Context: an optimization exercise on an open-source flow, tuned for small area, a short achievable clock period and few clock cycles. The choices shown serve that exercise and are no tape-out recipe. The RTL was checked by simulation tests, not by an equivalence proof against the original design. Power is estimated from default activity; no workload was simulated.

==> flow/design.v <==
module b58_digit2char (
  input  wire [5:0] digit,    
  output reg  [7:0] char
);
  always @(*) begin
    case (digit)
      6'd0: char = 8'h31;
      6'd1: char = 8'h32;
      6'd2: char = 8'h33;
      6'd3: char = 8'h34;
      6'd4: char = 8'h35;
      6'd5: char = 8'h36;
      6'd6: char = 8'h37;
      6'd7: char = 8'h38;
      6'd8: char = 8'h39;
      6'd9: char = 8'h41;
      6'd10: char = 8'h42;
      6'd11: char = 8'h43;
      6'd12: char = 8'h44;
      6'd13: char = 8'h45;
      6'd14: char = 8'h46;
      6'd15: char = 8'h47;
      6'd16: char = 8'h48;
      6'd17: char = 8'h4a;
      6'd18: char = 8'h4b;
      6'd19: char = 8'h4c;
      6'd20: char = 8'h4d;
      6'd21: char = 8'h4e;
      6'd22: char = 8'h50;
      6'd23: char = 8'h51;
      6'd24: char = 8'h52;
      6'd25: char = 8'h53;
      6'd26: char = 8'h54;
      6'd27: char = 8'h55;
      6'd28: char = 8'h56;
      6'd29: char = 8'h57;
      6'd30: char = 8'h58;
      6'd31: char = 8'h59;
      6'd32: char = 8'h5a;
      6'd33: char = 8'h61;
      6'd34: char = 8'h62;
      6'd35: char = 8'h63;
      6'd36: char = 8'h64;
      6'd37: char = 8'h65;
      6'd38: char = 8'h66;
      6'd39: char = 8'h67;
      6'd40: char = 8'h68;
      6'd41: char = 8'h69;
      6'd42: char = 8'h6a;
      6'd43: char = 8'h6b;
      6'd44: char = 8'h6d;
      6'd45: char = 8'h6e;
      6'd46: char = 8'h6f;
      6'd47: char = 8'h70;
      6'd48: char = 8'h71;
      6'd49: char = 8'h72;
      6'd50: char = 8'h73;
      6'd51: char = 8'h74;
      6'd52: char = 8'h75;
      6'd53: char = 8'h76;
      6'd54: char = 8'h77;
      6'd55: char = 8'h78;
      6'd56: char = 8'h79;
      6'd57: char = 8'h7a;
      default: char = 8'h7a;
    endcase
  end
endmodule
module b58_char2digit (
  input  wire [7:0] char,
  output reg        valid,
  output reg  [5:0] digit
);
  always @(*) begin
    valid = 1'b0;
    digit = 6'd0;
    case (char)
      8'h31: begin valid = 1'b1; digit = 6'd0; end
      8'h32: begin valid = 1'b1; digit = 6'd1; end
      8'h33: begin valid = 1'b1; digit = 6'd2; end
      8'h34: begin valid = 1'b1; digit = 6'd3; end
      8'h35: begin valid = 1'b1; digit = 6'd4; end
      8'h36: begin valid = 1'b1; digit = 6'd5; end
      8'h37: begin valid = 1'b1; digit = 6'd6; end
      8'h38: begin valid = 1'b1; digit = 6'd7; end
      8'h39: begin valid = 1'b1; digit = 6'd8; end
      8'h41: begin valid = 1'b1; digit = 6'd9; end
      8'h42: begin valid = 1'b1; digit = 6'd10; end
      8'h43: begin valid = 1'b1; digit = 6'd11; end
      8'h44: begin valid = 1'b1; digit = 6'd12; end
      8'h45: begin valid = 1'b1; digit = 6'd13; end
      8'h46: begin valid = 1'b1; digit = 6'd14; end
      8'h47: begin valid = 1'b1; digit = 6'd15; end
      8'h48: begin valid = 1'b1; digit = 6'd16; end
      8'h4a: begin valid = 1'b1; digit = 6'd17; end
      8'h4b: begin valid = 1'b1; digit = 6'd18; end
      8'h4c: begin valid = 1'b1; digit = 6'd19; end
      8'h4d: begin valid = 1'b1; digit = 6'd20; end
      8'h4e: begin valid = 1'b1; digit = 6'd21; end
      8'h50: begin valid = 1'b1; digit = 6'd22; end
      8'h51: begin valid = 1'b1; digit = 6'd23; end
      8'h52: begin valid = 1'b1; digit = 6'd24; end
      8'h53: begin valid = 1'b1; digit = 6'd25; end
      8'h54: begin valid = 1'b1; digit = 6'd26; end
      8'h55: begin valid = 1'b1; digit = 6'd27; end
      8'h56: begin valid = 1'b1; digit = 6'd28; end
      8'h57: begin valid = 1'b1; digit = 6'd29; end
      8'h58: begin valid = 1'b1; digit = 6'd30; end
      8'h59: begin valid = 1'b1; digit = 6'd31; end
      8'h5a: begin valid = 1'b1; digit = 6'd32; end
      8'h61: begin valid = 1'b1; digit = 6'd33; end
      8'h62: begin valid = 1'b1; digit = 6'd34; end
      8'h63: begin valid = 1'b1; digit = 6'd35; end
      8'h64: begin valid = 1'b1; digit = 6'd36; end
      8'h65: begin valid = 1'b1; digit = 6'd37; end
      8'h66: begin valid = 1'b1; digit = 6'd38; end
      8'h67: begin valid = 1'b1; digit = 6'd39; end
      8'h68: begin valid = 1'b1; digit = 6'd40; end
      8'h69: begin valid = 1'b1; digit = 6'd41; end
      8'h6a: begin valid = 1'b1; digit = 6'd42; end
      8'h6b: begin valid = 1'b1; digit = 6'd43; end
      8'h6d: begin valid = 1'b1; digit = 6'd44; end
      8'h6e: begin valid = 1'b1; digit = 6'd45; end
      8'h6f: begin valid = 1'b1; digit = 6'd46; end
      8'h70: begin valid = 1'b1; digit = 6'd47; end
      8'h71: begin valid = 1'b1; digit = 6'd48; end
      8'h72: begin valid = 1'b1; digit = 6'd49; end
      8'h73: begin valid = 1'b1; digit = 6'd50; end
      8'h74: begin valid = 1'b1; digit = 6'd51; end
      8'h75: begin valid = 1'b1; digit = 6'd52; end
      8'h76: begin valid = 1'b1; digit = 6'd53; end
      8'h77: begin valid = 1'b1; digit = 6'd54; end
      8'h78: begin valid = 1'b1; digit = 6'd55; end
      8'h79: begin valid = 1'b1; digit = 6'd56; end
      8'h7a: begin valid = 1'b1; digit = 6'd57; end
      default: begin valid = 1'b0; digit = 6'd0; end
    endcase
  end
endmodule
module b58_codec (
  input  wire       clk,
  input  wire       rst,
  input  wire       cmd_valid,
  output wire       cmd_ready,
  input  wire       cmd_dec,
  input  wire [5:0] cmd_len,
  input  wire [5:0] cmd_cap,
  input  wire       in_valid,
  output wire       in_ready,
  input  wire [7:0] in_data,
  output reg        out_valid,
  output reg  [7:0] out_data,
  output reg        rsp_valid,
  output reg  [1:0] rsp_code,
  output reg  [5:0] rsp_val
);
  localparam SI = 0, SL = 1, SD = 2;
  localparam [2:0] S_IDLE = 3'b001,
                   S_LOAD = 3'b010,
                   S_DONE = 3'b100;
  localparam OI = 0, O1 = 1, O2 = 2, O3 = 3, OO = 4, OR = 5;
  localparam [5:0] O_IDLE = 6'b000001,
                   O_CHK1 = 6'b000010,
                   O_CHK2 = 6'b000100,
                   O_CHK3 = 6'b001000,
                   O_OUT  = 6'b010000,
                   O_RSP  = 6'b100000;
  reg  [2:0]   state;
  reg  [5:0]   ostate;
  reg          cmd_rdy_q;
  reg          in_rdy_q;
  reg          bfull;       
  reg          afull;       
  reg          dec;
  reg  [5:0]   len;
  reg  [5:0]   cap;
  reg  [5:0]   cnt;         
  reg  [5:0]   zcnt;        
  reg          zrun;
  reg          bad;
  reg  [5:0]   bad_idx;
  reg  [7:0]   abuf;        
  reg  [7:0]   ibuf;        
  reg          dok_r;       
  reg  [5:0]   pcnt;        
  reg  [1:0]   pass;        
  reg  [5:0]   wsel;        
  reg  [5:0]   actm;        
  reg  [5:0]   cin_r;       
  reg          clr;         
  reg  [287:0] num;
  reg          empty;       
  reg  [263:0] obuf;
  reg          o_dec;
  reg  [5:0]   o_zz;
  reg  [5:0]   o_cap;
  reg          o_bad;
  reg  [5:0]   o_bad_idx;
  reg  [5:0]   osel;        
  reg  [5:0]   ocnt;        
  reg  [5:0]   zleft;       
  reg  [2:0]   opos;        
  reg  [7:0]   sym;         
  reg  [5:0]   base1;       
  reg  [6:0]   capz;        
  reg  [5:0]   sz_r;        
  reg  [1:0]   code_r;
  reg  [5:0]   val_r;
  assign cmd_ready = cmd_rdy_q;
  assign in_ready  = in_rdy_q;
  wire take_cmd = cmd_valid & cmd_rdy_q;
  wire take_in  = in_valid & in_rdy_q;
  wire [47:0] slot [0:5];
  genvar g;
  generate
    for (g = 0; g < 6; g = g + 1) begin : sl
      assign slot[g] = num[48*g +: 48];
    end
  endgenerate
  wire       a_ok;
  wire [5:0] a_dig;
  b58_char2digit u_c2d (.char(abuf), .valid(a_ok), .digit(a_dig));
  wire [47:0] dwin  = slot[0];
  wire [5:0]  d_cin = cin_r;
  wire [53:0] d_a   = {dwin, d_cin};
  wire [53:0] d_b   = ~{3'd0, dwin, 3'd0};
  wire [53:0] d_c   = {5'd0, dwin, 1'b1};
  wire [53:0] d_s   = d_a ^ d_b ^ d_c;
  wire [53:0] d_y   = {(d_a[52:0] & d_b[52:0]) | (d_a[52:0] & d_c[52:0]) | (d_b[52:0] & d_c[52:0]), 1'b0};
  wire [53:0] d_sum = d_s + d_y;
  wire [47:0] d_out  = d_sum[47:0];
  wire [5:0]  d_cout = d_sum[53:48];
  wire [1:0] e_bits = (pass == 2'd0) ? ibuf[7:6] : (pass == 2'd1) ? ibuf[5:4] :
                      (pass == 2'd2) ? ibuf[3:2] : ibuf[1:0];
  reg  [263:0] e_t;
  reg  [43:0]  ges;
  reg  [5:0]   ed;
  reg          ec, ege;
  integer s, j;
  always @(*) begin
    e_t = num[263:0];
    for (s = 0; s < 2; s = s + 1) begin
      for (j = 0; j < 44; j = j + 1) begin
        ed = e_t[6*j +: 6];
        ges[j] = ed[5] | (ed[4] & ed[3] & ed[2] & (ed[1] | ed[0]));
      end
      for (j = 0; j < 44; j = j + 1) begin
        ed  = e_t[6*j +: 6];
        ege = ges[j];
        ec  = (j == 0) ? e_bits[1-s] : ges[j-1];
        e_t[6*j +: 6] = {ed[4] ^ (ege & ed[3] & ed[2] & (ed[1] | ed[0])),
                         ed[3] ^ (ege & ed[2] & (ed[1] | ed[0])),
                         ed[2] ^ (ege & (ed[1] | ed[0])),
                         ed[1] ^ (ege & ~ed[0]),
                         ed[0] ^ ege,
                         ec};
      end
    end
  end
  wire proc      = state[SL] & bfull;
  wire e_proc    = proc & ~dec;
  wire d_proc    = proc & dec;
  wire [5:0] shl = {1'b0, actm[5], |actm[5:4], |actm[5:3], |actm[5:2], |actm[5:1]};
  wire [5:0] upm = {actm[4:0], 1'b0};
  wire       top = |(wsel & actm);
  wire       ext_maybe = |(dwin[47:42]);
  wire first     = dec ? wsel[0] : (pass == 2'd0);
  wire byte_done = proc & (dec ? top : (pass == 2'd3));
  wire all_done  = byte_done & (pcnt == len);
  wire xfer      = afull & (~bfull | byte_done);
  wire       bfull_n = xfer | (bfull & ~byte_done);
  wire       afull_n = take_in | (afull & ~xfer);
  wire       xfer_n  = afull_n & (~bfull_n | last_n);
  wire [5:0] cnt_n   = cnt + {5'd0, take_in};
  wire [5:0] cnt_p1  = cnt + 6'd1;
  wire       more_n  = take_in ? (cnt_p1 != len) : (cnt != len);
  reg        last_n;
  always @(*) begin
    if (!dec)
      last_n = proc & (pass == 2'd2);              
    else if (proc && !top)
      last_n = |({wsel[4:0], 1'b0} & actm);        
    else if (proc)
      last_n = actm[0] & ~ext_maybe;               
    else
      last_n = actm[0];
  end
  wire [47:0] oslot [0:5];
  generate
    for (g = 0; g < 5; g = g + 1) begin : osl
      assign oslot[g] = obuf[48*g +: 48];
    end
  endgenerate
  assign oslot[5] = {24'd0, obuf[263:240]};
  reg [5:0] tsel;             
  reg [2:0] tidx;
  integer k;
  always @(*) begin
    tsel = 6'd1; tidx = 3'd0;
    for (k = 1; k < 6; k = k + 1)
      if (|oslot[k]) begin tsel = 6'd1 << k; tidx = k; end
  end
  reg [5:0] b1;
  always @(*) begin
    b1 = 6'd0;
    for (k = 0; k < 6; k = k + 1)
      if (tsel[k]) b1 = b1 | (o_dec ? 6*k + 1 : 8*k + 1);
  end
  reg [47:0] rwin;
  always @(*) begin
    rwin = 48'd0;
    for (k = 0; k < 6; k = k + 1)
      rwin = rwin | (oslot[k] & {48{osel[k]}});
  end
  reg  [2:0] hi_e, hi_d;
  reg        nz_e;
  always @(*) begin
    hi_e = 3'd0; nz_e = 1'b0;
    for (k = 0; k < 8; k = k + 1)
      if (rwin[6*k +: 6] != 6'd0) begin hi_e = k; nz_e = 1'b1; end
    hi_d = 3'd0;
    for (k = 0; k < 6; k = k + 1)
      if (rwin[8*k +: 8] != 8'd0) hi_d = k;
  end
  wire [5:0] dec_z = (zcnt == len) ? len - 6'd1 : zcnt;
  wire [5:0] zz    = dec ? dec_z : zcnt;
  wire [5:0] sz    = (o_dec | nz_e) ? base1 + {3'd0, (o_dec ? hi_d : hi_e)} : 6'd0;
  wire [6:0] tot   = {1'b0, o_zz} + {1'b0, sz_r};
  wire       over  = capz[6] | ({1'b0, sz_r} > capz);      
  wire [5:0] o_dig = rwin[6*opos +: 6];
  wire [7:0] o_byt = rwin[8*opos +: 8];
  wire [7:0] o_chr;
  b58_digit2char u_d2c (.digit(sym[5:0]), .char(o_chr));
  reg  handoff;
  wire done_n  = (state[SL] & all_done) | (state[SD] & ~handoff);
  wire ofree_n = handoff ? empty :
                 ostate[OI] | ostate[OR] |
                 (ostate[OO] & ((ocnt == 6'd1) | (ocnt == 6'd2))) |
                 (ostate[O3] & (o_bad | over));
  reg  [47:0] oth [0:5];
  reg  [5:0]  oen;
  integer b;
  always @(*) begin
    for (b = 0; b < 6; b = b + 1) begin
      oth[b] = num[48*b +: 48];
      oen[b] = 1'b0;
      if (clr) begin
        oth[b] = 48'd0; oen[b] = 1'b1;
      end else if (d_proc && shl[b]) begin
        oth[b] = (b < 5) ? num[48*(b+1) +: 48] : 48'd0; oen[b] = 1'b1;
      end
    end
  end
  always @(posedge clk) begin
    for (b = 0; b < 6; b = b + 1) begin
      if (e_proc && !clr) begin
        if (b < 5) num[48*b +: 48] <= e_t[48*b +: 48];
        else       num[240 +: 24]  <= e_t[240 +: 24];
      end else if (d_proc && !clr && actm[b])
        num[48*b +: 48] <= d_out;
      else if (d_proc && !clr && top && upm[b])
        num[48*b +: 6] <= d_cout;        
      else if (oen[b])
        num[48*b +: 48] <= oth[b];
    end
  end
  always @(posedge clk) begin
    if (take_in) abuf <= in_data;
    clr <= take_cmd;
    if (xfer) begin
      ibuf  <= abuf;
      cin_r <= a_dig;
      dok_r <= a_ok;
      pcnt  <= pcnt + 6'd1;
    end else if (d_proc && !top)
      cin_r <= d_cout;
    if (proc) begin
      pass <= pass + 2'd1;
      if (dec) begin
        if (top) begin
          wsel <= 6'd1;
          if (ext_maybe && !actm[5]) actm <= upm;
        end else
          wsel <= {wsel[4:0], 1'b0};
      end
    end
    if (proc && first) begin
      if (!dec) begin
        if (zrun && ibuf == 8'd0) zcnt <= zcnt + 6'd1;
        else zrun <= 1'b0;
      end else begin
        if (!dok_r && !bad) begin
          bad     <= 1'b1;
          bad_idx <= pcnt - 6'd1;
        end
        if (zrun && dok_r && cin_r == 6'd0) zcnt <= zcnt + 6'd1;
        else zrun <= 1'b0;
      end
    end
    if (take_in) cnt <= cnt_p1;
    if (ostate[O1]) begin
      osel  <= tsel;
      base1 <= b1;
      capz  <= {1'b0, o_cap} - {1'b0, o_zz};
    end
    if (ostate[O2]) begin
      sz_r <= sz;
      opos <= o_dec ? hi_d : hi_e;
    end
    if (ostate[O3]) begin
      zleft <= o_zz;
      ocnt  <= tot[5:0];
      val_r <= tot[5:0];
      sym   <= o_dec ? o_byt : {2'b00, o_dig};
      if (opos == 3'd0) begin
        opos <= o_dec ? 3'd5 : 3'd7;
        osel <= {1'b0, osel[5:1]};
      end else begin
        opos <= opos - 3'd1;
      end
      if (o_bad) begin
        code_r <= 2'd1;
        val_r  <= o_bad_idx;
      end else if (over)
        code_r <= 2'd2;
      else
        code_r <= 2'd0;
    end
    if (ostate[OO]) begin
      if (zleft != 6'd0) begin
        out_data <= o_dec ? 8'h00 : 8'h31;
        zleft    <= zleft - 6'd1;
      end else begin
        out_data <= o_dec ? sym : o_chr;
        sym <= o_dec ? o_byt : {2'b00, o_dig};
        if (opos == 3'd0) begin
          opos <= o_dec ? 3'd5 : 3'd7;
          osel <= {1'b0, osel[5:1]};
        end else begin
          opos <= opos - 3'd1;
        end
      end
      ocnt <= ocnt - 6'd1;
    end
    rsp_code <= code_r;
    rsp_val  <= val_r;
    if (handoff) begin
      obuf      <= num[263:0];
      o_dec     <= dec;
      o_zz      <= zz;
      o_cap     <= cap;
      o_bad     <= dec & bad;
      o_bad_idx <= bad_idx;
      code_r    <= 2'd0;
      val_r     <= 6'd0;
    end
    if (take_cmd) begin
      empty <= (cmd_len == 6'd0);
      dec  <= cmd_dec;
      len  <= cmd_len;
      cap  <= cmd_cap;
      cnt  <= 6'd0;
      pcnt <= 6'd0;
      zcnt <= 6'd0;
      zrun <= 1'b1;
      bad  <= 1'b0;
      wsel <= 6'd1;
      actm <= 6'd1;
      pass <= 2'd0;
    end
  end
  always @(posedge clk) begin
    out_valid <= 1'b0;
    rsp_valid <= 1'b0;
    if (rst) begin
      state     <= S_IDLE;
      ostate    <= O_IDLE;
      handoff   <= 1'b0;
      cmd_rdy_q <= 1'b1;
      in_rdy_q  <= 1'b0;
      bfull     <= 1'b0;
      afull     <= 1'b0;
    end else begin
      handoff <= done_n & ofree_n;
      cmd_rdy_q <= 1'b0;
      in_rdy_q  <= 1'b0;
      if (state[SI]) cmd_rdy_q <= 1'b1;
      if (state[SL]) begin
        bfull <= bfull_n;
        afull <= afull_n;
        if (all_done)
          state <= S_DONE;
        else
          in_rdy_q <= more_n & (~afull_n | xfer_n);
      end
      if (state[SD] && handoff) state <= S_IDLE;
      if (done_n && ofree_n) cmd_rdy_q <= 1'b1;
      if (take_cmd) begin
        bfull     <= 1'b0;
        afull     <= 1'b0;
        cmd_rdy_q <= 1'b0;
        if (cmd_len == 6'd0) begin
          state <= S_DONE;
        end else begin
          state    <= S_LOAD;
          in_rdy_q <= 1'b1;
        end
      end
      if (ostate[O1]) ostate <= O_CHK2;
      if (ostate[O2]) ostate <= O_CHK3;
      if (ostate[O3]) ostate <= (o_bad || over) ? O_RSP : O_OUT;
      if (ostate[OO]) begin
        out_valid <= 1'b1;
        if (ocnt == 6'd1) begin
          rsp_valid <= 1'b1;
          ostate    <= O_IDLE;
        end
      end
      if (ostate[OR]) begin
        rsp_valid <= 1'b1;
        ostate    <= O_IDLE;
      end
      if (handoff)
        ostate <= empty ? O_RSP : O_CHK1;
    end
  end
endmodule
==> flow/run.sh <==
#!/bin/bash
# synth_recipe.tcl (not shown) runs the flow's synth.tcl, then flattens the netlist and writes it again
# the make line also repeats each setting of config.mk as NAME=value (left out here)
make -C /OpenROAD-flow-scripts/flow DESIGN_CONFIG=/design/flow/config.mk WORK_HOME=/design/flow/orfs CLKGATE_MAP_FILE= SYNTH_SCRIPT=/design/flow/synth_recipe.tcl finish
==> flow/config.mk <==
export PLATFORM = sky130hd
export DESIGN_NAME = b58_codec
export DESIGN_NICKNAME = b58_codec
export VERILOG_FILES = /design/flow/design.v
export SDC_FILE = /design/flow/constraint.sdc
export NUM_CORES = 4
export LEC_CHECK = 0
export ABC_AREA = 1
export CAP_MARGIN = 20
export CORE_MARGIN = 2
export CORE_UTILIZATION = 60
export SLEW_MARGIN = 20
==> flow/constraint.sdc <==
create_clock -name core_clock -period 12.0 [get_ports {clk}]
set_input_delay 2.4000 -clock core_clock [delete_from_list [all_inputs] [get_ports {clk}]]
set_output_delay 2.4000 -clock core_clock [all_outputs]
set_load 0.01 [all_outputs]
==> results.json, run 1 <==
{
  "internal_power_mw": 5.34,
  "drv_cap": 0,
  "start_kind": "input pin",
  "fin_area_mm2": 0.0527,
  "worstMarginPinSlew_ns": 1.26,
  "clockBufferDepth": 3,
  "track_usage_pct": 40.1,
  "fin_skew_ns": 0.0338,
  "antenna_found_initial": 6,
  "power.leakage_nw": 22.8,
  "grt_max_degree": 75,
  "io_pins": 45,
  "final_cell_mix": "1,595 x nand2_1, 752 x inv_1, 648 x edfxtp_1",
  "status": "no timing/DRC/antenna violations",
  "drtIter0Drc": 6223,
  "drc": 0,
  "power_density_mw_per_mm2": 166,
  "seqCellArea_mm2": 0.0216,
  "ys_types": 76,
  "syn2layout_area_growth_pct": 8.48,
  "antenna_left": 0,
  "finalSetupViolations": 0,
  "hpwl_um": 126000,
  "hold_path_class": "reg -> reg",
  "placedInstanceArea_mm2": 0.0500,
  "wl_um": 169000,
  "clock_sinks": 752,
  "hold_viol": 0,
  "yosys.area.top_type": "edfxtp_1",
  "clkPwrFrac_pct": 29.7,
  "grt_pass1_wl_um": 249000,
  "start_util_pct": 60.5,
  "async_reset_ff_share_pct": 0,
  "post_route_cells_drive_above_1_share_pct": 5.22,
  "hold_slack_ns": 0.353,
  "period_minus_slack_ns": 4.72,
  "crit_path_end_kind": "flip-flop",
  "synth_edf_count": 648,
  "rows": 104,
  "fillers": 6913,
  "clk_pin_slew_worst_paths_ns": 0.06,
  "rsz0062_at_grt": "false",
  "postCtsResizedCells": 0,
  "multi_input_comb_area_mm2": 0.0233,
  "cts_tree": "yes",
  "wl_per_cell_um": 23.3,
  "final_common_cell": "nand2_1",
  "layout.nets": 6379,
  "cts_root_buf": "clkbuf_16",
  "yosysSeqAreaShare_pct": 44.4,
  "p_comb_share_pct": 32.9,
  "vias": 44400,
  "die_w_um": 288,
  "numCtsBuffers": 83,
  "maxSlewViolCount": 0,
  "syn_area_mm2": 0.0486,
  "tns_ns": 0,
  "ys.flop_type": "edfxtp_1",
  "core_area_mm2": 0.0803,
  "post_cts_buffers": 0,
  "die_area_mm2": 0.0832,
  "power.switching_mw": 3.42,
  "synth.area.top_cells": "edfxtp_1 40%, nand2_1 12%, inv_1 5.8%",
  "dr.pass1.iters": 9,
  "timing.fmax_mhz": 212,
  "port_buffers": 44,
  "yosys_register_bits": 752,
  "die_h_um": 288,
  "relSlewSlack_pct": 15.1,
  "pre_cts_ws_ns": 6.63,
  "ys_warn_count": 4,
  "setup_ws_ns": 7.28,
  "via_per_inst": 6.14,
  "clk_latency_ns": 0.65,
  "mappedNetlistNets": 6373,
  "place_congestion": 1.01,
  "grt_overflow": 0,
  "htree_levels": 3,
  "critPathMaxFanout": 16,
  "fin_crit_sh_pct": 39.4,
  "syn_area_per_cell_um2": 7.96,
  "grt_pass1_vias": 40500,
  "synth_top_area_share_pct": 40.1,
  "critPathArrivalTime_ns": 5.25,
  "swShare_pct": 39.0,
  "critPathRequiredTime_ns": 12.52,
  "seqPwrFrac_pct": 37.4,
  "synthCells": 6102,
  "path_class": "in -> reg",
  "hold_buffers": 0,
  "peakVddDrop_mv": 0.136
}
==> logic make-up after synthesis <==
group,after synthesis,synth area share (%)
adders and majority gates,246,7.11
and+or+nand+nor,2917,25.3
other,1,0.00772
xor gates and xnor gates,183,3.36
AOI/OAI and AO/OA,1041,12.1
DFF,752,44.4
buffers and inverters,962,7.80
==> metal layers <==
metal	vias up	track usage, %	part of all wire, %
li1	20400	-	-
met1	20700	55.3	38
met2	2849	58.9	42
met3	468	11.8	15
met4	8	17.2	4.8
met5	-	0	0.030
==> final timing paths <==
kind                         start  depth (start not counted)                  to  slack, ns
max reg2reg      num[22]$_DFFE_PP_                         14   num[43]$_DFFE_PP_       7.68
min          val_r[5]$_SDFFE_PP0P_                          0  rsp_val[5]$_DFF_P_       0.35
min reg2reg  val_r[5]$_SDFFE_PP0P_                          0  rsp_val[5]$_DFF_P_       0.35
max                       in_valid                         15           flip-flop       7.28
==> registers in the layout (all words and copies together) (netlist names), 7 cells and up, named ones only <==
name / flops
num: 288
obuf: 264
abuf: 8
ibuf: 8
out_data: 8
sym: 8
capz: 7
o_chr: 7
==> critical path: stages <==
cell	delay (ns)
clkdlybuf4s50_1	0.39
nand2_1	0.35
inv_2	0.24
or2_2	0.32
o21ai_0	0.20
buf_4	0.24
inv_1	0.07
ha_1	0.21
inv_1	0.06
nor2_1	0.05
a21oi_1	0.21
o211ai_1	0.11
nand2_1	0.06
o21ai_0	0.12
a22o_1	0.20
==> power groups by stage <==
| stage | clock network [mW] | registers, mW | logic (mW) |
|---|---|---|---|
| floorplan | 0 | 3.25 | 1.82 |
| CTS | 2.60 | 3.26 | 2.77 |
| global placement | 0 | 3.31 | 2.72 |
| detailed placement | 0 | 3.32 | 2.75 |
| global route | 2.69 | 3.29 | 3.10 |
| finish | 2.60 | 3.28 | 2.88 |
==> per-stage QoR <==
step / instances / power (mW) / utilization (%)
after floorplan: 6102 / 5.07 / -
after global placement: 7082 / 6.04 / 62.2
after detailed placement: 7083 / 6.07 / 62.2
after CTS: 7233 / 8.63 / 65.6
after global routing: 7234 / 9.08 / 65.6
final: 7236 / 8.76 / 65.6
==> final cells by class <==
cell class / count / share of cell area, %
inverters: 785 / 5.60
diodes: 3 / 0.0143
clock inverters: 40 / 0.803
multi-input cells: 4388 / 44.2
flip-flops and latches: 752 / 40.9
clock buffers: 110 / 4.33
repair buffers: 98 / 1.61
well taps: 1060 / 2.52
==> Yosys cell counts (26+ instances only) <==
cell and count:
clkbuf_1 86, nor2_1 636, edfxtp_1 648, nand3_1 417, nand2_1 1597, o221ai_1 49
xnor2_1 91, xor2_1 88, or2_2 26, o21ai_1 60, nand4_1 61, a21oi_1 331
inv_1 755, dfxtp_1 104, o22ai_1 54, nor3_1 42, o21ai_0 391, a31oi_1 38
o211ai_1 29, ha_1 196, fa_1 50, nor4_1 35, buf_2 63
Testbench counts, summed over its fixed seeds: cycles 31,675.
==> inputs of run 2 (changes only) <==
--- a/flow/design.v
+++ b/flow/design.v
@@ -172,4 +172,5 @@
   reg          bfull;       
   reg          afull;       
+  reg          took;        
   reg          dec;
   reg  [5:0]   len;
@@ -185,6 +186,6 @@
   reg  [5:0]   pcnt;        
   reg  [1:0]   pass;        
-  reg  [5:0]   wsel;        
-  reg  [5:0]   actm;        
+  reg  [2:0]   wsel;        
+  reg  [2:0]   actm;        
   reg  [5:0]   cin_r;       
   reg          clr;         
@@ -211,24 +212,18 @@
   wire take_cmd = cmd_valid & cmd_rdy_q;
   wire take_in  = in_valid & in_rdy_q;
-  wire [47:0] slot [0:5];
   genvar g;
-  generate
-    for (g = 0; g < 6; g = g + 1) begin : sl
-      assign slot[g] = num[48*g +: 48];
-    end
-  endgenerate
   wire       a_ok;
   wire [5:0] a_dig;
   b58_char2digit u_c2d (.char(abuf), .valid(a_ok), .digit(a_dig));
-  wire [47:0] dwin  = slot[0];
+  wire [95:0] dwin  = num[95:0];
   wire [5:0]  d_cin = cin_r;
-  wire [53:0] d_a   = {dwin, d_cin};
-  wire [53:0] d_b   = ~{3'd0, dwin, 3'd0};
-  wire [53:0] d_c   = {5'd0, dwin, 1'b1};
-  wire [53:0] d_s   = d_a ^ d_b ^ d_c;
-  wire [53:0] d_y   = {(d_a[52:0] & d_b[52:0]) | (d_a[52:0] & d_c[52:0]) | (d_b[52:0] & d_c[52:0]), 1'b0};
-  wire [53:0] d_sum = d_s + d_y;
-  wire [47:0] d_out  = d_sum[47:0];
-  wire [5:0]  d_cout = d_sum[53:48];
+  wire [101:0] d_a   = {dwin, d_cin};
+  wire [101:0] d_b   = ~{3'd0, dwin, 3'd0};
+  wire [101:0] d_c   = {5'd0, dwin, 1'b1};
+  wire [101:0] d_s   = d_a ^ d_b ^ d_c;
+  wire [101:0] d_y   = {(d_a[100:0] & d_b[100:0]) | (d_a[100:0] & d_c[100:0]) | (d_b[100:0] & d_c[100:0]), 1'b0};
+  wire [101:0] d_sum = d_s + d_y;
+  wire [95:0]  d_out  = d_sum[95:0];
+  wire [5:0]   d_cout = d_sum[101:96];
   wire [1:0] e_bits = (pass == 2'd0) ? ibuf[7:6] : (pass == 2'd1) ? ibuf[5:4] :
                       (pass == 2'd2) ? ibuf[3:2] : ibuf[1:0];
@@ -261,18 +256,21 @@
   wire e_proc    = proc & ~dec;
   wire d_proc    = proc & dec;
-  wire [5:0] shl = {1'b0, actm[5], |actm[5:4], |actm[5:3], |actm[5:2], |actm[5:1]};
-  wire [5:0] upm = {actm[4:0], 1'b0};
+  wire [2:0] shl = {1'b0, actm[2], |actm[2:1]};
+  wire [2:0] upm = {actm[1:0], 1'b0};
   wire       top = |(wsel & actm);
-  wire       ext_maybe = |(dwin[47:42]);
+  wire       ext_maybe = |(dwin[95:90]);
   wire first     = dec ? wsel[0] : (pass == 2'd0);
   wire byte_done = proc & (dec ? top : (pass == 2'd3));
   wire all_done  = byte_done & (pcnt == len);
-  wire xfer      = afull & (~bfull | byte_done);
+  wire av        = afull | took;
+  wire xfer      = av & (~bfull | byte_done);
   wire       bfull_n = xfer | (bfull & ~byte_done);
-  wire       afull_n = take_in | (afull & ~xfer);
-  wire       xfer_n  = afull_n & (~bfull_n | last_n);
-  wire [5:0] cnt_n   = cnt + {5'd0, take_in};
+  wire       av_n0   = av & ~xfer;               
+  wire       ready1  = ~bfull_n | last_n;        
   wire [5:0] cnt_p1  = cnt + 6'd1;
-  wire       more_n  = take_in ? (cnt_p1 != len) : (cnt != len);
+  wire [5:0] cnt_p2  = cnt + 6'd2;
+  wire       more0   = took ? (cnt_p1 != len) : (cnt != len);
+  wire       more1   = took ? (cnt_p2 != len) : (cnt_p1 != len);
+  wire       rdy_n   = take_in ? (more1 & ready1) : (more0 & (~av_n0 | ready1));
   reg        last_n;
   always @(*) begin
@@ -280,5 +278,5 @@
       last_n = proc & (pass == 2'd2);              
     else if (proc && !top)
-      last_n = |({wsel[4:0], 1'b0} & actm);        
+      last_n = |({wsel[1:0], 1'b0} & actm);        
     else if (proc)
       last_n = actm[0] & ~ext_maybe;               
@@ -338,29 +336,29 @@
                  (ostate[OO] & ((ocnt == 6'd1) | (ocnt == 6'd2))) |
                  (ostate[O3] & (o_bad | over));
-  reg  [47:0] oth [0:5];
-  reg  [5:0]  oen;
+  reg  [95:0] oth [0:2];
+  reg  [2:0]  oen;
   integer b;
   always @(*) begin
-    for (b = 0; b < 6; b = b + 1) begin
-      oth[b] = num[48*b +: 48];
+    for (b = 0; b < 3; b = b + 1) begin
+      oth[b] = num[96*b +: 96];
       oen[b] = 1'b0;
       if (clr) begin
-        oth[b] = 48'd0; oen[b] = 1'b1;
+        oth[b] = 96'd0; oen[b] = 1'b1;
       end else if (d_proc && shl[b]) begin
-        oth[b] = (b < 5) ? num[48*(b+1) +: 48] : 48'd0; oen[b] = 1'b1;
+        oth[b] = (b < 2) ? num[96*(b+1) +: 96] : 96'd0; oen[b] = 1'b1;
       end
     end
   end
   always @(posedge clk) begin
-    for (b = 0; b < 6; b = b + 1) begin
+    for (b = 0; b < 3; b = b + 1) begin
       if (e_proc && !clr) begin
-        if (b < 5) num[48*b +: 48] <= e_t[48*b +: 48];
-        else       num[240 +: 24]  <= e_t[240 +: 24];
+        if (b < 2) num[96*b +: 96] <= e_t[96*b +: 96];
+        else       num[192 +: 72]  <= e_t[192 +: 72];
       end else if (d_proc && !clr && actm[b])
-        num[48*b +: 48] <= d_out;
+        num[96*b +: 96] <= d_out;
       else if (d_proc && !clr && top && upm[b])
-        num[48*b +: 6] <= d_cout;        
+        num[96*b +: 6] <= d_cout;        
       else if (oen[b])
-        num[48*b +: 48] <= oth[b];
+        num[96*b +: 96] <= oth[b];
     end
   end
@@ -379,8 +377,8 @@
       if (dec) begin
         if (top) begin
-          wsel <= 6'd1;
-          if (ext_maybe && !actm[5]) actm <= upm;
+          wsel <= 3'd1;
+          if (ext_maybe && !actm[2]) actm <= upm;
         end else
-          wsel <= {wsel[4:0], 1'b0};
+          wsel <= {wsel[1:0], 1'b0};
       end
     end
@@ -398,5 +396,6 @@
       end
     end
-    if (take_in) cnt <= cnt_p1;
+    if (take_cmd)  cnt <= 6'd0;
+    else if (took) cnt <= cnt_p1;
     if (ostate[O1]) begin
       osel  <= tsel;
@@ -460,11 +459,12 @@
       len  <= cmd_len;
       cap  <= cmd_cap;
-      cnt  <= 6'd0;
+    end
+    if (clr) begin
       pcnt <= 6'd0;
       zcnt <= 6'd0;
       zrun <= 1'b1;
       bad  <= 1'b0;
-      wsel <= 6'd1;
-      actm <= 6'd1;
+      wsel <= 3'd1;
+      actm <= 3'd1;
       pass <= 2'd0;
     end
@@ -481,6 +481,8 @@
       bfull     <= 1'b0;
       afull     <= 1'b0;
+      took      <= 1'b0;
     end else begin
       handoff <= done_n & ofree_n;
+      took    <= take_in;
       cmd_rdy_q <= 1'b0;
       in_rdy_q  <= 1'b0;
@@ -488,15 +490,13 @@
       if (state[SL]) begin
         bfull <= bfull_n;
-        afull <= afull_n;
+        afull <= av_n0;
         if (all_done)
           state <= S_DONE;
         else
-          in_rdy_q <= more_n & (~afull_n | xfer_n);
+          in_rdy_q <= rdy_n;
       end
       if (state[SD] && handoff) state <= S_IDLE;
       if (done_n && ofree_n) cmd_rdy_q <= 1'b1;
       if (take_cmd) begin
-        bfull     <= 1'b0;
-        afull     <= 1'b0;
         cmd_rdy_q <= 1'b0;
         if (cmd_len == 6'd0) begin
--- a/flow/config.mk
+++ b/flow/config.mk
@@ -9,4 +9,4 @@
 export CAP_MARGIN = 20
 export CORE_MARGIN = 2
-export CORE_UTILIZATION = 60
+export CORE_UTILIZATION = 40
 export SLEW_MARGIN = 20
==> run 2 against run 1 <==
Net effect: still clean; sequential share of layout area fell by 4.6 points; register-to-register slack worse by 0.48 ns; global-route usage is 8.2 points lower; die area rose by 65%; final cell count increased by 24%; highest routed layer unchanged.
==> results.json, run 2 <==
{
  "hold_buffers": 0,
  "critPathArrivalTime_ns": 5.64,
  "final_cell_mix": "1,764 x nand2_1, 1,038 x inv_1, 836 x nor2_1",
  "slowest_stage": "clkdlybuf4s50_1",
  "path_class": "in -> reg",
  "grt-busiest-layer": "met2",
  "wl_per_cell_um": 24.8,
  "critPathRequiredTime_ns": 12.63,
  "fin_crit_sh_pct": 41.8,
  "grt_use_met2_pct": 47.8,
  "final_common_cell": "nand2_1",
  "mappedNetlistNets": 7472,
  "post_cts_buffers": 0,
  "hold-path-endpoint": "rsp_val[2]$_DFF_P_",
  "async_reset_ff_share_pct": 0,
  "die_area_mm2": 0.137,
  "ys_types": 73,
  "largestRegisters": "num (288), obuf (264)",
  "status": "no timing/DRC/antenna violations",
  "fin_skew_ns": 0.0643,
  "yosysSeqAreaShare_pct": 39.9,
  "drc": 0,
  "cp_top_family": "simple AND/OR/NAND/NOR gates",
  "period_minus_slack_ns": 5.01,
  "synth.area.top_cells": "edfxtp_1 36%, nand2_1 12%, inv_1 7.3%",
  "synthCells": 7104,
  "post_route_cells_drive_above_1_share_pct": 4.48,
  "rr_endpoint": "num[71]$_DFFE_PP_",
  "grt_pass1_wl_um": 319000,
  "yosys.area.top_type": "edfxtp_1",
  "power.leakage_nw": 25.3,
  "path_cells": "clkdlybuf4s50_1 -> nand2_1 -> inv_1 -> or2_2 -> o21ai_1 -> inv_1 -> ha_1 -> o21ai_0 -> nand2_1 -> nand2_1 -> a31oi_1 -> o21ai_0 -> nand2_1 -> o31ai_1",
  "use_met1_pct": 43.9,
  "timing.fmax_mhz": 200,
  "tns_ns": 0,
  "yosysMostFrequentCell": "nand2_1",
  "relSlewSlack_pct": 25.8,
  "via_per_inst": 5.62,
  "start_util_pct": 40.3,
  "track_usage_pct": 31.9,
  "finalSetupViolations": 0,
  "grt_max_degree": 88,
  "drv_cap": 0,
  "wl_um": 223000,
  "critPathMaxStageDelay_ns": 0.40,
  "pre_cts_ws_ns": 6.12,
  "peakVddDrop_mv": 0.102,
  "grt_overflow": 0,
  "ys_warn_count": 4,
  "rows": 134,
  "port_buffers": 44,
  "globalRouteMet3Util_pct": 6.63,
  "hold_viol": 0,
  "power_density_mw_per_mm2": 176,
  "min_from": "val_r[2]$_SDFFE_PP0P_",
  "cts_tree": "yes",
  "fillers": 13700,
  "hpwl_um": 178000,
  "vias": 50400,
  "die_h_um": 371,
  "final_util_pct": 44.3,
  "antenna_found_initial": 14,
  "layout.nets": 7488,
  "numCtsBuffers": 89,
  "syn2layout_area_growth_pct": 9.93,
  "multi_input_comb_area_mm2": 0.0276,
  "dr.pass1.iters": 6,
  "seqCellArea_mm2": 0.0214,
  "synth_top_area_share_pct": 36.2,
  "syn_area_mm2": 0.0538,
  "yosys_register_bits": 747,
  "clk_pin_slew_worst_paths_ns": 0.06,
  "top_register": "num",
  "r2r_cells": 15,
  "io_pins": 45,
  "clockBufferDepth": 3,
  "total_power_mw": 10.4,
  "crit_top_cell": "nand2_1",
  "postCtsResizedCells": 0,
  "start_kind": "input pin",
  "r2r_slack_ns": 7.20,
  "syn_area_per_cell_um2": 7.57,
  "crit_path_end_kind": "flip-flop",
  "cts_root_buf": "clkbuf_16",
  "synth_edf_count": 648,
  "holdPathStages": 0,
  "grt_pass1_vias": 47100,
  "hold_path_class": "reg -> reg",
  "antenna_left": 0,
  "clk_latency_ns": 0.76,
  "netlist_top_cells_count": "1,766 x nand2_1, 1,039 x inv_1, 837 x nor2_1, 648 x edfxtp_1, 484 x o21ai_0",
  "rsz0062_at_grt": "false",
  "critPathMaxFanout": 16,
  "die_w_um": 371,
  "setup_ws_ns": 6.99,
  "worstMarginPinSlew_ns": 1.11,
  "htree_levels": 3,
  "largest_reg_flops": 288,
  "maxSlewViolCount": 0,
  "clock_sinks": 747,
  "ys.flop_type": "edfxtp_1",
  "drtIter0Drc": 6415,
  "core_area_mm2": 0.133,
  "place_congestion": 1.07,
  "critPathBufInv": 3,
  "reg2reg_from": "num[32]$_DFFE_PP_"
}
run 2: worst max-delay path by stage:
stage                                   start                 end  slack [ns]  depth (start not counted)
final                                in_valid           flip-flop        6.99                         14
after global routing                 in_valid           flip-flop        6.59                         14
after floorplan           state[1]$_SDFF_PP0_  num[102]$_DFFE_PP_        3.59                          9
after global placement               in_valid           flip-flop        6.13                         14
after detailed placement             in_valid           flip-flop        6.12                         14
after CTS                            in_valid           flip-flop        6.86                         14
run 2: where the power goes:
group          internal, mW  switching (mW)  leakage, nW  total [mW]
logic                  1.13            3.12         16.8        4.25
clock network          1.61            1.23         1.45        2.85
registers              3.06           0.240         6.98        3.30
total                  5.80            4.59         25.3        10.4
run 2: kinds of logic (layout without fill, tap and decap cells):
family	Yosys count	in the layout	synth area share [%]
simple gates	3333	3333	25.8
compound gates	1234	1234	12.5
buf+inv	1229	1320	8.90
flops	747	747	39.9
fa+ha+maj	343	343	9.35
xor+xnor	215	215	3.50
mux	2	2	0.0372
other cells	1	5	0.00698
run 2: routing by layer:
metal	part of all wire, %	up-vias
li1	-	23500
met1	42	23900
met2	42	2492
met3	10	479
met4	5.4	8
met5	0.022	-
run 2: stage by stage:
step,hold WS (ns),std cells,instance area [um2]
after global routing,0.361,8963,59100
after detailed placement,0.345,8797,56100
after CTS,0.356,8963,59100
after floorplan,0.326,7104,53800
after global placement,0.341,8796,56100
final,0.354,8967,59100
run 2: area by class of cell:
type,count,area share (%)
multi-input cells,5128,46.7
flip-flops and latches,747,36.3
inverters,1055,6.71
clock buffers,104,3.96
well taps,1768,3.74
repair buffers,99,1.44
clock inverters,62,1.15
diodes,4,0.0169
Testbench counts of run 2, summed over its fixed seeds: cycles 26,941.
==> inputs of run 3 (changes only) <==
--- a/flow/config.mk
+++ b/flow/config.mk
@@ -9,4 +9,4 @@
 export CAP_MARGIN = 20
 export CORE_MARGIN = 2
-export CORE_UTILIZATION = 40
+export CORE_UTILIZATION = 60
 export SLEW_MARGIN = 20
==> run 3 against run 2 <==
Net effect: synthesized area unchanged; sequential power about the same; critical path depth is the same; clock skew is 0.0057 ns lower; combinational power increased by 0.9%; sequential share of layout area increased by 0.62 points; die area shrank 33%; cell area is 1.7% lower; worst hold slack got worse by 0.0023 ns; clock-buffer cell count is the same; via count increased by 5.3%; fmax is 0.22% higher.
==> results.json, run 3 <==
{
  "top_register": "num",
  "synth-compound-area-share_pct": 12.5,
  "clockBufferDepth": 3,
  "netlist_top_cells_count": "1,766 x nand2_1, 1,039 x inv_1, 837 x nor2_1, 648 x edfxtp_1, 484 x o21ai_0",
  "yosys_register_bits": 747,
  "rsz0062_at_grt": "false",
  "hold-path-endpoint": "rsp_val[2]$_DFF_P_",
  "port_buffers": 44,
  "rows": 109,
  "syn_area_per_cell_um2": 7.57,
  "critPathArrivalTime_ns": 5.60,
  "grt_pass1_vias": 49600,
  "synthCells": 7104,
  "yosys.area.top_type": "edfxtp_1",
  "synth_top_area_share_pct": 36.2,
  "clk_pin_slew_worst_paths_ns": 0.06,
  "hpwl_um": 171000,
  "numCtsBuffers": 82,
  "die_h_um": 303,
  "critPathMaxFanout": 16,
  "syn_area_mm2": 0.0538,
  "vias": 53000,
  "postCtsResizedCells": 0,
  "core_area_mm2": 0.0886,
  "setup_ws_ns": 7.00,
  "grt_pass1_wl_um": 316000,
  "layout.nets": 7475,
  "ys_types": 73,
  "r2r_cells": 14,
  "htree_levels": 3,
  "critPathRequiredTime_ns": 12.60,
  "fillers": 7326,
  "relSlewSlack_pct": 23.5,
  "cts_root_buf": "clkbuf_16",
  "yosysSeqAreaShare_pct": 39.9,
  "pre_cts_ws_ns": 6.31,
  "grt_overflow": 0,
  "hold_slack_ns": 0.352,
  "clk_latency_ns": 0.71,
  "hold_buffers": 0,
  "track_usage_pct": 47.1,
  "grt_max_degree": 165,
  "synthSimpleGateAreaFrac_pct": 25.8,
  "wl_per_cell_um": 26.3,
  "async_reset_ff_share_pct": 0,
  "seqCellArea_mm2": 0.0214,
  "maxSlewViolCount": 0,
  "power.leakage_nw": 25.1,
  "start_util_pct": 60.6,
  "peakVddDrop_mv": 0.146,
  "hold_viol": 0,
  "hold_path_class": "reg -> reg",
  "place_congestion": 1.12,
  "reg2reg_from": "num[27]$_DFFE_PP_",
  "drtIter0Drc": 8371,
  "holdPathStages": 0,
  "status": "no timing/DRC/antenna violations",
  "cts_tree": "yes",
  "yosysMostFrequentCell": "nand2_1",
  "synth-xor-area-share_pct": 3.50,
  "min_from": "val_r[2]$_SDFFE_PP0P_",
  "finalSetupViolations": 0,
  "die_w_um": 303,
  "ys.flop_type": "edfxtp_1",
  "largestRegisters": "num (288), obuf (264)",
  "synth_top_family_by_area": "simple AND/OR/NAND/NOR gates",
  "worstMarginPinSlew_ns": 1.15,
  "total_power_mw": 10.3,
  "syn2layout_area_growth_pct": 8.10,
  "tns_ns": 0,
  "antenna_found_initial": 14,
  "multi_input_comb_area_mm2": 0.0276,
  "path_class": "in -> reg",
  "dr.pass1.iters": 9,
  "synthAdderAreaFrac_pct": 9.35,
  "start_kind": "input pin",
  "rr_endpoint": "num[33]$_DFFE_PP_",
  "post_cts_buffers": 0,
  "period_minus_slack_ns": 5.00,
  "final_common_cell": "nand2_1",
  "largest_reg_flops": 288,
  "drc": 0,
  "muxShareOfSynthArea_pct": 0.0372,
  "io_pins": 45,
  "crit_path_end_kind": "flip-flop",
  "mappedNetlistNets": 7472,
  "r2r_slack_ns": 7.09,
  "wl_um": 219000,
  "synth.area.top_cells": "edfxtp_1 36%, nand2_1 12%, inv_1 7.3%",
  "final_cell_mix": "1,764 x nand2_1, 1,038 x inv_1, 836 x nor2_1",
  "power_density_mw_per_mm2": 177,
  "fin_crit_sh_pct": 41.7,
  "clock_sinks": 747,
  "post_route_cells_drive_above_1_share_pct": 4.12,
  "die_area_mm2": 0.0920,
  "via_per_inst": 6.35,
  "fin_skew_ns": 0.0585,
  "synth_edf_count": 648,
  "drv_cap": 0,
  "ys_warn_count": 4,
  "antenna_left": 0,
  "timing.fmax_mhz": 200
}
[run 3: cell counts after synthesis]
Identical to the previous run, type by type.
[run 3: how the worst max path moves through the flow]
stage | start | slack [ns] | to | cells after the start
finish | in_valid | 7.00 | flip-flop | 14
global route | in_valid | 6.60 | flip-flop | 14
CTS | in_valid | 7.01 | flip-flop | 14
detailed placement | in_valid | 6.31 | flip-flop | 14
global placement | in_valid | 6.25 | flip-flop | 14
floorplan | state[1]$_SDFF_PP0_ | 3.59 | num[102]$_DFFE_PP_ | 9
[run 3: logic make-up after synthesis]
group	after synthesis
AOI/OAI and AO/OA	1234
xor gates and xnor gates	215
muxes	2
adders and majority gates	343
other	1
and+or+nand+nor	3333
buffers and inverters	1229
DFF	747
[run 3: routing by layer]
layer | routed length [um] | GRT usage (%) | vias to the layer above
met4 | 16400 | 28.2 | 12
li1 | - | - | 23500
met1 | 76800 | 58.2 | 24500
met5 | 110 | 0 | -
met3 | 34200 | 18.6 | 854
met2 | 91900 | 69.7 | 4199
[run 3: metrics by stage]
step | area, um2 | instances | utilization, %
floorplan | 53800 | 7104 | -
global placement | 55300 | 8187 | 62.4
detailed placement | 55300 | 8188 | 62.4
CTS | 58100 | 8341 | 65.5
global route | 58100 | 8341 | 65.5
finish | 58100 | 8354 | 65.6
[run 3: report_power, final]
group	total [mW]	internal, mW	switching [mW]
Clock	2.67	1.51	1.16
Combinational	4.29	1.14	3.16
Sequential	3.30	3.06	0.243
[run 3: layout make-up]
class	instances	share of cell area [%]
Antenna cell	13	0.0560
Clock buffer	104	3.78
Clock inverter	49	0.986
Inverter	1055	6.83
Multi-Input combinational cell	5128	47.5
Sequential cell	747	36.9
Tap cell	1165	2.51
Timing Repair Buffer	93	1.47
[run 3: critical path: stages]
cell and delay [ns]:
clkdlybuf4s50_1 0.40, nand2_1 0.39, inv_1 0.38, or2_2 0.38
o21ai_1 0.34, inv_1 0.14, ha_1 0.28, o21ai_0 0.31
nand2_1 0.11, nand2_1 0.09, o21ai_0 0.11, o21ai_0 0.10
nand2_1 0.09, o31ai_1 0.07
==> inputs of run 4 (changes only) <==
--- a/flow/design.v
+++ b/flow/design.v
@@ -1,140 +1,42 @@
 module b58_digit2char (
   input  wire [5:0] digit,    
-  output reg  [7:0] char
+  output wire [7:0] char
 );
-  always @(*) begin
-    case (digit)
-      6'd0: char = 8'h31;
-      6'd1: char = 8'h32;
-      6'd2: char = 8'h33;
-      6'd3: char = 8'h34;
-      6'd4: char = 8'h35;
-      6'd5: char = 8'h36;
-      6'd6: char = 8'h37;
-      6'd7: char = 8'h38;
-      6'd8: char = 8'h39;
-      6'd9: char = 8'h41;
-      6'd10: char = 8'h42;
-      6'd11: char = 8'h43;
-      6'd12: char = 8'h44;
-      6'd13: char = 8'h45;
-      6'd14: char = 8'h46;
-      6'd15: char = 8'h47;
-      6'd16: char = 8'h48;
-      6'd17: char = 8'h4a;
-      6'd18: char = 8'h4b;
-      6'd19: char = 8'h4c;
-      6'd20: char = 8'h4d;
-      6'd21: char = 8'h4e;
-      6'd22: char = 8'h50;
-      6'd23: char = 8'h51;
-      6'd24: char = 8'h52;
-      6'd25: char = 8'h53;
-      6'd26: char = 8'h54;
-      6'd27: char = 8'h55;
-      6'd28: char = 8'h56;
-      6'd29: char = 8'h57;
-      6'd30: char = 8'h58;
-      6'd31: char = 8'h59;
-      6'd32: char = 8'h5a;
-      6'd33: char = 8'h61;
-      6'd34: char = 8'h62;
-      6'd35: char = 8'h63;
-      6'd36: char = 8'h64;
-      6'd37: char = 8'h65;
-      6'd38: char = 8'h66;
-      6'd39: char = 8'h67;
-      6'd40: char = 8'h68;
-      6'd41: char = 8'h69;
-      6'd42: char = 8'h6a;
-      6'd43: char = 8'h6b;
-      6'd44: char = 8'h6d;
-      6'd45: char = 8'h6e;
-      6'd46: char = 8'h6f;
-      6'd47: char = 8'h70;
-      6'd48: char = 8'h71;
-      6'd49: char = 8'h72;
-      6'd50: char = 8'h73;
-      6'd51: char = 8'h74;
-      6'd52: char = 8'h75;
-      6'd53: char = 8'h76;
-      6'd54: char = 8'h77;
-      6'd55: char = 8'h78;
-      6'd56: char = 8'h79;
-      6'd57: char = 8'h7a;
-      default: char = 8'h7a;
-    endcase
-  end
+  wire [57:0] m;
+  genvar i;
+  generate
+    for (i = 0; i < 58; i = i + 1) begin : dm
+      assign m[i] = (digit == i);
+    end
+  endgenerate
+  assign char[0] = m[0] | m[2] | m[4] | m[6] | m[8] | m[9] | m[11] | m[13] | m[15] | m[18] | m[20] | m[23] | m[25] | m[27] | m[29] | m[31] | m[33] | m[35] | m[37] | m[39] | m[41] | m[43] | m[44] | m[46] | m[48] | m[50] | m[52] | m[54] | m[56];
+  assign char[1] = m[1] | m[2] | m[5] | m[6] | m[10] | m[11] | m[14] | m[15] | m[17] | m[18] | m[21] | m[24] | m[25] | m[28] | m[29] | m[32] | m[34] | m[35] | m[38] | m[39] | m[42] | m[43] | m[45] | m[46] | m[49] | m[50] | m[53] | m[54] | m[57];
+  assign char[2] = m[3] | m[4] | m[5] | m[6] | m[12] | m[13] | m[14] | m[15] | m[19] | m[20] | m[21] | m[26] | m[27] | m[28] | m[29] | m[36] | m[37] | m[38] | m[39] | m[44] | m[45] | m[46] | m[51] | m[52] | m[53] | m[54];
+  assign char[3] = m[7] | m[8] | m[16] | m[17] | m[18] | m[19] | m[20] | m[21] | m[30] | m[31] | m[32] | m[40] | m[41] | m[42] | m[43] | m[44] | m[45] | m[46] | m[55] | m[56] | m[57];
+  assign char[4] = m[0] | m[1] | m[2] | m[3] | m[4] | m[5] | m[6] | m[7] | m[8] | m[22] | m[23] | m[24] | m[25] | m[26] | m[27] | m[28] | m[29] | m[30] | m[31] | m[32] | m[47] | m[48] | m[49] | m[50] | m[51] | m[52] | m[53] | m[54] | m[55] | m[56] | m[57];
+  assign char[5] = m[0] | m[1] | m[2] | m[3] | m[4] | m[5] | m[6] | m[7] | m[8] | m[33] | m[34] | m[35] | m[36] | m[37] | m[38] | m[39] | m[40] | m[41] | m[42] | m[43] | m[44] | m[45] | m[46] | m[47] | m[48] | m[49] | m[50] | m[51] | m[52] | m[53] | m[54] | m[55] | m[56] | m[57];
+  assign char[6] = m[9] | m[10] | m[11] | m[12] | m[13] | m[14] | m[15] | m[16] | m[17] | m[18] | m[19] | m[20] | m[21] | m[22] | m[23] | m[24] | m[25] | m[26] | m[27] | m[28] | m[29] | m[30] | m[31] | m[32] | m[33] | m[34] | m[35] | m[36] | m[37] | m[38] | m[39] | m[40] | m[41] | m[42] | m[43] | m[44] | m[45] | m[46] | m[47] | m[48] | m[49] | m[50] | m[51] | m[52] | m[53] | m[54] | m[55] | m[56] | m[57];
+  assign char[7] = 1'b0;
 endmodule
 module b58_char2digit (
   input  wire [7:0] char,
-  output reg        valid,
-  output reg  [5:0] digit
+  output wire       valid,
+  output wire [5:0] digit
 );
-  always @(*) begin
-    valid = 1'b0;
-    digit = 6'd0;
-    case (char)
-      8'h31: begin valid = 1'b1; digit = 6'd0; end
-      8'h32: begin valid = 1'b1; digit = 6'd1; end
-      8'h33: begin valid = 1'b1; digit = 6'd2; end
-      8'h34: begin valid = 1'b1; digit = 6'd3; end
-      8'h35: begin valid = 1'b1; digit = 6'd4; end
-      8'h36: begin valid = 1'b1; digit = 6'd5; end
-      8'h37: begin valid = 1'b1; digit = 6'd6; end
-      8'h38: begin valid = 1'b1; digit = 6'd7; end
-      8'h39: begin valid = 1'b1; digit = 6'd8; end
-      8'h41: begin valid = 1'b1; digit = 6'd9; end
-      8'h42: begin valid = 1'b1; digit = 6'd10; end
-      8'h43: begin valid = 1'b1; digit = 6'd11; end
-      8'h44: begin valid = 1'b1; digit = 6'd12; end
-      8'h45: begin valid = 1'b1; digit = 6'd13; end
-      8'h46: begin valid = 1'b1; digit = 6'd14; end
-      8'h47: begin valid = 1'b1; digit = 6'd15; end
-      8'h48: begin valid = 1'b1; digit = 6'd16; end
-      8'h4a: begin valid = 1'b1; digit = 6'd17; end
-      8'h4b: begin valid = 1'b1; digit = 6'd18; end
-      8'h4c: begin valid = 1'b1; digit = 6'd19; end
-      8'h4d: begin valid = 1'b1; digit = 6'd20; end
-      8'h4e: begin valid = 1'b1; digit = 6'd21; end
-      8'h50: begin valid = 1'b1; digit = 6'd22; end
-      8'h51: begin valid = 1'b1; digit = 6'd23; end
-      8'h52: begin valid = 1'b1; digit = 6'd24; end
-      8'h53: begin valid = 1'b1; digit = 6'd25; end
-      8'h54: begin valid = 1'b1; digit = 6'd26; end
-      8'h55: begin valid = 1'b1; digit = 6'd27; end
-      8'h56: begin valid = 1'b1; digit = 6'd28; end
-      8'h57: begin valid = 1'b1; digit = 6'd29; end
-      8'h58: begin valid = 1'b1; digit = 6'd30; end
-      8'h59: begin valid = 1'b1; digit = 6'd31; end
-      8'h5a: begin valid = 1'b1; digit = 6'd32; end
-      8'h61: begin valid = 1'b1; digit = 6'd33; end
-      8'h62: begin valid = 1'b1; digit = 6'd34; end
-      8'h63: begin valid = 1'b1; digit = 6'd35; end
-      8'h64: begin valid = 1'b1; digit = 6'd36; end
-      8'h65: begin valid = 1'b1; digit = 6'd37; end
-      8'h66: begin valid = 1'b1; digit = 6'd38; end
-      8'h67: begin valid = 1'b1; digit = 6'd39; end
-      8'h68: begin valid = 1'b1; digit = 6'd40; end
-      8'h69: begin valid = 1'b1; digit = 6'd41; end
-      8'h6a: begin valid = 1'b1; digit = 6'd42; end
-      8'h6b: begin valid = 1'b1; digit = 6'd43; end
-      8'h6d: begin valid = 1'b1; digit = 6'd44; end
-      8'h6e: begin valid = 1'b1; digit = 6'd45; end
-      8'h6f: begin valid = 1'b1; digit = 6'd46; end
-      8'h70: begin valid = 1'b1; digit = 6'd47; end
-      8'h71: begin valid = 1'b1; digit = 6'd48; end
-      8'h72: begin valid = 1'b1; digit = 6'd49; end
-      8'h73: begin valid = 1'b1; digit = 6'd50; end
-      8'h74: begin valid = 1'b1; digit = 6'd51; end
-      8'h75: begin valid = 1'b1; digit = 6'd52; end
-      8'h76: begin valid = 1'b1; digit = 6'd53; end
-      8'h77: begin valid = 1'b1; digit = 6'd54; end
-      8'h78: begin valid = 1'b1; digit = 6'd55; end
-      8'h79: begin valid = 1'b1; digit = 6'd56; end
-      8'h7a: begin valid = 1'b1; digit = 6'd57; end
-      default: begin valid = 1'b0; digit = 6'd0; end
-    endcase
-  end
+  wire [57:0] m;
+  genvar i;
+  localparam [463:0] ALPHA = 464'h7a797877767574737271706f6e6d6b6a6968676665646362615a595857565554535251504e4d4c4b4a4847464544434241393837363534333231;
+  generate
+    for (i = 0; i < 58; i = i + 1) begin : cm
+      assign m[i] = (char == ALPHA[8*i +: 8]);
+    end
+  endgenerate
+  assign valid = |m;
+  assign digit[0] = m[1] | m[3] | m[5] | m[7] | m[9] | m[11] | m[13] | m[15] | m[17] | m[19] | m[21] | m[23] | m[25] | m[27] | m[29] | m[31] | m[33] | m[35] | m[37] | m[39] | m[41] | m[43] | m[45] | m[47] | m[49] | m[51] | m[53] | m[55] | m[57];
+  assign digit[1] = m[2] | m[3] | m[6] | m[7] | m[10] | m[11] | m[14] | m[15] | m[18] | m[19] | m[22] | m[23] | m[26] | m[27] | m[30] | m[31] | m[34] | m[35] | m[38] | m[39] | m[42] | m[43] | m[46] | m[47] | m[50] | m[51] | m[54] | m[55];
+  assign digit[2] = m[4] | m[5] | m[6] | m[7] | m[12] | m[13] | m[14] | m[15] | m[20] | m[21] | m[22] | m[23] | m[28] | m[29] | m[30] | m[31] | m[36] | m[37] | m[38] | m[39] | m[44] | m[45] | m[46] | m[47] | m[52] | m[53] | m[54] | m[55];
+  assign digit[3] = m[8] | m[9] | m[10] | m[11] | m[12] | m[13] | m[14] | m[15] | m[24] | m[25] | m[26] | m[27] | m[28] | m[29] | m[30] | m[31] | m[40] | m[41] | m[42] | m[43] | m[44] | m[45] | m[46] | m[47] | m[56] | m[57];
+  assign digit[4] = m[16] | m[17] | m[18] | m[19] | m[20] | m[21] | m[22] | m[23] | m[24] | m[25] | m[26] | m[27] | m[28] | m[29] | m[30] | m[31] | m[48] | m[49] | m[50] | m[51] | m[52] | m[53] | m[54] | m[55] | m[56] | m[57];
+  assign digit[5] = m[32] | m[33] | m[34] | m[35] | m[36] | m[37] | m[38] | m[39] | m[40] | m[41] | m[42] | m[43] | m[44] | m[45] | m[46] | m[47] | m[48] | m[49] | m[50] | m[51] | m[52] | m[53] | m[54] | m[55] | m[56] | m[57];
 endmodule
 module b58_codec (
==> run 4 against run 3 <==
Net effect: synthesized area increased by 2.9%; routed wire length increased by 5.5%; largest power group unchanged; utilization decreased by 0.39 points; combinational power increased by 5.1%; critical path depth increased by 1; still clean; cell area increased by 2.6%.
==> results.json, run 4 <==
{
  "largest_reg_flops": 288,
  "critPathRequiredTime_ns": 12.44,
  "top_register": "num",
  "ys_warn_count": 2,
  "rsz0062_at_grt": "false",
  "setup_ws_ns": 7.32,
  "critPathArrivalTime_ns": 5.12,
  "start_util_pct": 60.4,
  "fillers": 7996,
  "synth_top_area_share_pct": 35.2,
  "yosysMostFrequentCell": "nand2_1",
  "clk_latency_ns": 0.69,
  "total_power_mw": 10.4,
  "globalRouteMet3Util_pct": 17.3,
  "yosys_register_bits": 733,
  "clk_pin_slew_worst_paths_ns": 0.06,
  "fin_area_mm2": 0.0596,
  "grt_max_degree": 159,
  "power_density_mw_per_mm2": 175,
  "post_route_cells_drive_above_1_share_pct": 4.75,
  "slowest_stage": "a21oi_1",
  "hold_buffers": 0,
  "die_area_mm2": 0.0946,
  "yosys.area.top_type": "edfxtp_1",
  "grt_overflow": 0,
  "hold_viol": 0,
  "io_pins": 45,
  "drv_cap": 0,
  "layout.nets": 7926,
  "peakVddDrop_mv": 0.137,
  "clock_sinks": 733,
  "final_common_cell": "nand2_1",
  "pre_cts_ws_ns": 7.56,
  "grt_pass1_wl_um": 332000,
  "fin_skew_ns": 0.0328,
  "worstMarginPinSlew_ns": 1.26,
  "maxSlewViolCount": 0,
  "ys.flop_type": "edfxtp_1",
  "status": "no timing/DRC/antenna violations",
  "ys_types": 74,
  "critPathMaxStageDelay_ns": 0.65,
  "cp_top_family": "compound AO/OA/AOI/OAI gates",
  "vias": 55600,
  "timing.fmax_mhz": 214,
  "antenna_found_initial": 12,
  "placedInstanceArea_mm2": 0.0568,
  "hpwl_um": 181000,
  "cts_root_buf": "clkbuf_16",
  "syn_area_mm2": 0.0553,
  "track_usage_pct": 48.1,
  "syn_area_per_cell_um2": 7.30,
  "port_buffers": 44,
  "hold_slack_ns": 0.353,
  "die_w_um": 308,
  "clockBufferDepth": 3,
  "drc": 0,
  "largestRegisters": "num (288), obuf (264)",
  "relSlewSlack_pct": 15.8,
  "final_cell_mix": "2,174 x nand2_1, 1,206 x inv_1, 831 x nor2_1",
  "via_per_inst": 6.30,
  "die_h_um": 308,
  "place_congestion": 1.17,
  "rows": 111,
  "core_area_mm2": 0.0915,
  "path_class": "reg -> reg",
  "hold_path_class": "reg -> reg",
  "critPathMaxFanout": 6,
  "finalSetupViolations": 0,
  "start_kind": "flip-flop",
  "path_cells": "inv_1 -> fa_1 -> inv_1 -> ha_1 -> nand2_1 -> inv_1 -> a21oi_1 -> nand2_1 -> a21oi_1 -> o21bai_1 -> a21oi_1 -> or2_1 -> nand3_1 -> nand2_1 -> nand2_1",
  "mappedNetlistNets": 7923,
  "synth.area.top_cells": "edfxtp_1 35%, nand2_1 15%, inv_1 8.2%",
  "crit_path_end_kind": "flip-flop",
  "dr.pass1.iters": 10,
  "critPathBufInv": 3,
  "netlist_top_cells_count": "2,176 x nand2_1, 1,209 x inv_1, 832 x nor2_1, 648 x edfxtp_1, 454 x nand3_1",
  "postCtsResizedCells": 0,
  "use_met1_pct": 57.8,
  "yosysSeqAreaShare_pct": 38.3,
  "synthCells": 7571,
  "wl_per_cell_um": 26.2,
  "syn2layout_area_growth_pct": 7.84,
  "fin_crit_sh_pct": 39.0,
  "async_reset_ff_share_pct": 0,
  "antenna_left": 0,
  "period_minus_slack_ns": 4.68,
  "drtIter0Drc": 8880,
  "grt_pass1_vias": 51400,
  "wl_um": 232000,
  "synth_edf_count": 648,
  "tns_ns": 0,
  "crit_top_cell": "nand2_1",
  "htree_levels": 3,
  "cts_tree": "yes",
  "power.leakage_nw": 27.3,
  "grt_use_met2_pct": 70.0,
  "grt-busiest-layer": "met2",
  "numCtsBuffers": 82,
  "post_cts_buffers": 0
}
==> run 4: changes by cell type after synthesis, sizes merged, moves of 15 or more <==
cell    change
nand4      +28
inv       +169
a31oi      -15
nand3      +28
o21bai     +21
nand2     +427
nor4       -18
a21oi     -114
ha         -16
nor2       +21
o21ai      -40
==> run 4: final cells by class <==
class / count / area (um2) / area share, %
Tap cell: 1186 / 1480 / 2.49
Clock inverter: 58 / 683 / 1.15
Clock buffer: 93 / 2130 / 3.57
Sequential cell: 733 / 21200 / 35.5
Inverter: 1224 / 4600 / 7.72
Multi-Input combinational cell: 5449 / 28800 / 48.3
Antenna cell: 4 / 10.0 / 0.0168
Timing Repair Buffer: 84 / 753 / 1.26
==> run 4: kinds of logic (layout without fill, tap and decap cells) <==
group           Yosys count  in the layout  share of synthesized area [%]
buf+inv                1389           1459                           9.73
xor+xnor                197            197                           3.12
flops                   733            733                           38.3
other cells               1              5                        0.00678
fa+ha+maj               327            327                           8.73
mux                       4              4                         0.0724
compound gates         1093           1093                           11.3
simple gates           3827           3827                           28.8
==> run 4: worst paths after layout <==
check | start | end | slack (ns) | cells past startpoint
worst max-delay path | num[20]$_DFFE_PP_ | num[148]$_DFFE_PP_ | 7.32 | 15
worst min-delay path | val_r[2]$_SDFFE_PP0P_ | rsp_val[2]$_DFF_P_ | 0.35 | 0
worst max register to register | num[20]$_DFFE_PP_ | num[148]$_DFFE_PP_ | 7.32 | 15
worst min register to register | val_r[2]$_SDFFE_PP0P_ | rsp_val[2]$_DFF_P_ | 0.35 | 0
==> run 4: per-layer routing <==
metal,vias up,wire (um)
li1,24700,-
met1,25400,78900
met2,4500,95200
met3,1043,34900
met4,20,22300
met5,-,241
==> run 4: power breakdown <==
group | leakage (nW) | switching [mW] | internal (mW)
clock network | 1.36 | 1.17 | 1.53
logic | 19.1 | 3.37 | 1.14
registers | 6.86 | 0.227 | 2.98
total | 27.3 | 4.77 | 5.65
==> run 4: metrics by stage <==
| stage | instances | utilization [%] |
|---|---|---|
| after detailed placement | 8676 | 62.1 |
| after global placement | 8676 | 62.1 |
| after floorplan | 7571 | - |
| after global routing | 8827 | 65.2 |
| after CTS | 8827 | 65.2 |
| final | 8831 | 65.2 |
Testbench counts of run 4, summed over its fixed seeds: cycles 26,941.

-- what the ideal ports hide --
In the flow no input, the clock included, has a driving cell. The finished layouts below were timed again as built, in two steps.
Step 1 (the two cells are an assumption about what drives the block):
set clk [get_ports {clk}]
set_driving_cell -lib_cell sky130_fd_sc_hd__clkbuf_16 $clk
set_driving_cell -lib_cell sky130_fd_sc_hd__buf_2 [delete_from_list [all_inputs] $clk]
Step 2 moves the port delays by t, midway between the first and last clock arrival at a register: inputs arrive t later, outputs are due t later. That takes back most of the time a late clock gives input paths.
Slacks: ideal / step 1 / step 2; pairs: ideal / step 1.
run	t, ns	setup slack, ns	worst setup path at the end	latest minus earliest clock arrival (ns)	slew at the worst register clock pin (ns)
run 1	0.708	7.275 / 7.324 / 6.616	input to register	0.034 / 0.034	0.07 / 0.07
run 2	0.791	6.989 / 7.027 / 6.235	input to register	0.064 / 0.065	0.07 / 0.07
run 3	0.742	7.000 / 7.032 / 6.290	input to register	0.059 / 0.058	0.08 / 0.08
run 4	0.743	7.316 / 7.316 / 7.316	register to register	0.034 / 0.034	0.08 / 0.08
After both steps setup and hold are still met in every run listed. The setup slack of run 2, which loses most, moves by +0.038 ns with the drivers and by -0.754 ns with both steps.
